Context: an optimization exercise on an open-source flow, tuned for small area, a short achievable clock period and few clock cycles per item. The choices shown serve that exercise and are no tape-out recipe.
The RTL was checked by simulation tests, not by an equivalence proof against the original design.
No driver is modelled on the clock port, so clock power and skew are understated where the tree is cut down; a real chip needs a root buffer or a tree.
Power and IR drop assume default switching activity.

Design b2bdu_mc_c, start of the top module:
module b2bdu_mc_c (
    input  wire       clk,
    input  wire       rst,         
    input  wire       in_valid,
    output wire       in_ready,
    input  wire [7:0] in_pix,      
    input  wire [1:0] in_px,       
    input  wire [1:0] in_py,       
    output wire       out_valid,
    input  wire       out_ready,
    output wire [7:0] out_pix      
);
==> flow/config.mk <==
export PLATFORM = sky130hd
export DESIGN_NAME = b2bdu_mc_c
export DESIGN_NICKNAME = b2bdu_mc_c
export VERILOG_FILES = /design/flow/design.v
export SDC_FILE = /design/flow/constraint.sdc
export NUM_CORES = 4
export LEC_CHECK = 0
export CAP_MARGIN = 20
export CORE_MARGIN = 2
export CORE_UTILIZATION = 40
export PLACE_DENSITY = 0.6
export SLEW_MARGIN = 20
==> flow/constraint.sdc <==
create_clock -name core_clock -period 15.0 [get_ports {clk}]
set_input_delay 3.0000 -clock core_clock [delete_from_list [all_inputs] [get_ports {clk}]]
set_output_delay 3.0000 -clock core_clock [all_outputs]
set_load 0.01 [all_outputs]
standard.sh (not shown) runs the stock make flow with config.mk's settings and CLKGATE_MAP_FILE= SYNTH_SCRIPT=/design/flow/synth_recipe.tcl, a recipe that flattens the netlist after the stock synthesis.
==> flow/flow/run.sh <==
#!/bin/bash
set -euo pipefail
export BUFFER_PORTS_ARGS="-buffer_cell sky130_fd_sc_hd__buf_1"
export PRE_CTS_TCL="$PWD/flow/mytree.tcl"
export MY_CTS_NBUF=4
export MY_CTS_BUF=sky130_fd_sc_hd__clkbuf_16
bash standard.sh > standard.log 2>&1
Other scripts of this flow, unchanged in this note and not shown: flow/flow/mytree.tcl
Testbench counts at the start, summed over its fixed seeds: cycles 38,896, blocks 480.
==> next run, changes <==
--- a/flow/flow/run.sh
+++ b/flow/flow/run.sh
@@ -1,0 +2,12 @@
+# Own layout flow: the standard flow (standard.sh) with these changes:
+#  - synthesis is ORFS's synthesis run by standard.sh, with two settings
+#    changed: full adders are not extracted into fa/ha cells before ABC
+#    (ADDER_MAP_FILE empty), and ABC maps with flow/abc_map.script, an
+#    area-recovering mapping (&nf -R 1000), instead of abc_speed.script;
+#    registers are mapped exactly as in the standard synthesis;
+#  - the port buffers are sky130_fd_sc_hd__buf_1 rather than the default
+#    delay buffer, so every port still gets its own buffer;
+#  - the clock tree is one level of buffers built by flow/mytree.tcl
+#    (see there) instead of TritonCTS's two-level H-tree.
+# Each tool's full output stays in orfs/logs; make's output goes to
+# synth.log and standard.log in the folder this runs in.
@@ -2,0 +15,4 @@
+rm -rf myscripts
+cp -r "$FLOW_HOME/scripts" myscripts
+cp flow/abc_map.script myscripts/abc_speed.script
+SCRIPTS_DIR="$PWD/myscripts" ADDER_MAP_FILE= bash standard.sh synth > synth.log 2>&1
==> flow/flow/abc_map.script (new file) <==
&get -n
&st
&dch
&nf -R 1000 -p
&put
topo
dnsize -c
What happened:
- final cell count came out higher by 5.5%
- sequential share of layout area came out higher by 2.5 points
- power came out lower by 5.8%
- cell area came out lower by 3.8%
- setup slack gets worse by 0.28 ns
- synthesized area came out lower by 5.0%
- routed wire length came out lower by 0.78%
- maximum frequency came out lower by 7.1%
- via count came out higher by 7.6%
- hold slack gets worse by 0.0055 ns
- sequential power came out lower by about 1%
No run of this note takes its clock network from TritonCTS; it comes from the design's own scripts or RTL.

---

Setup of main:
b2bdu_mc_c, a different RTL version from the one above (not shown whole).
For scale: roughly 380 cells after synthesis, about 26 I/O pins, ~5700 sq um of cells after synthesis.
clock: 15.0 ns
lec_check: 0
cap_margin: 20
core_margin: 2
core_utilization: 40
place_density: 0.6
slew_margin: 20
==> flow/flow/run.sh <==
#!/bin/bash
set -euo pipefail
export BUFFER_PORTS_ARGS="-buffer_cell sky130_fd_sc_hd__buf_1"
export CTS_ARGS="-sink_clustering_enable -repair_clock_nets -dont_use_dummy_load -sink_clustering_size 30 -buf_list sky130_fd_sc_hd__clkbuf_8"
bash standard.sh > standard.log 2>&1
main went all the way through synthesis, placement and routing and the layout is clean on timing, DRC and antenna.
Testbench counts of main, summed over its fixed seeds: cycles 38,896, blocks 480.
Inputs modified between main and the feature branch:
==> flow/run.sh (new file) <==
#!/bin/bash
# synth_recipe.tcl (not shown) runs the flow's synth.tcl, then flattens the netlist and writes it again
# the make line also repeats each setting of config.mk as NAME=value (left out here)
make -C /OpenROAD-flow-scripts/flow DESIGN_CONFIG=/design/flow/config.mk WORK_HOME=/design/flow/orfs CLKGATE_MAP_FILE= SYNTH_SCRIPT=/design/flow/synth_recipe.tcl finish
removed: flow/flow/run.sh
removed: flow/standard.sh
### Flow results
- The feature branch does worse than main on first-pass GRT wire length.
- In the metrics for the feature branch and main, the one carrying the lower peak per-stage delay on the critical path is main.
- The feature branch vs main: worst path setup slack after routing down in the feature branch
- Compare the feature branch and main | cell area lower: main
- | area growth from synthesis to layout | lower: main |
- main vs the feature branch, critical path's slowest cell: sky130_fd_sc_hd__dfxtp_1 vs sky130_fd_sc_hd__clkdlybuf4s50_1
- Lower clock power goes to main over the feature branch.
- In the tables for the feature branch and main, layout clock buffer count reads higher with the feature branch.
- main ended up with fewer cell instances than the feature branch did.
- Global-route total usage across every layer of main is on par with the feature branch.
- The feature branch against main: sum of internal, switching and leakage power now sits higher, number of global-route vias before repair now sits higher.

-- re-timing with driven ports --
The flow's constraints put no driver on any port. The routed layouts listed below were extracted and timed again, unchanged, in two steps.
Step 1 sets driving cells, clkbuf_16 on the clock port and buf_2 on the other inputs (assumed; they add their load-dependent delay and slew).
Step 2 adds t to the input delays and takes it off the output delays; t is the mean of the earliest and latest rising clock arrival at the registers after step 1. Input paths then give back, and output paths get back, about the clock's delay inside the block.
Slacks: ideal / step 1 / step 2; pairs: ideal / step 1.
| run | shift t [ns] | setup slack, ns | hold WS [ns] | worst slew at a driven data input, ns |
|---|---|---|---|---|
| the first run of note 1 | 0.247 | 11.273 / 11.192 / 11.172 | 0.429 / 0.429 / 0.429 | 0.04 |
| the second run of note 1 | 0.243 | 10.990 / 11.050 / 10.807 | 0.423 / 0.423 / 0.423 | 0.04 |
| main | 0.451 | 10.798 / 10.763 / 10.826 | 0.406 / 0.406 / 0.406 | 0.03 |
| the feature branch | 0.449 | 10.369 / 10.331 / 10.501 | 0.408 / 0.408 / 0.408 | 0.03 |
After both steps setup and hold are still met in every run listed. The setup slack of the second run of note 1, which loses most, moves by +0.060 ns with the drivers and by -0.183 ns with both steps.
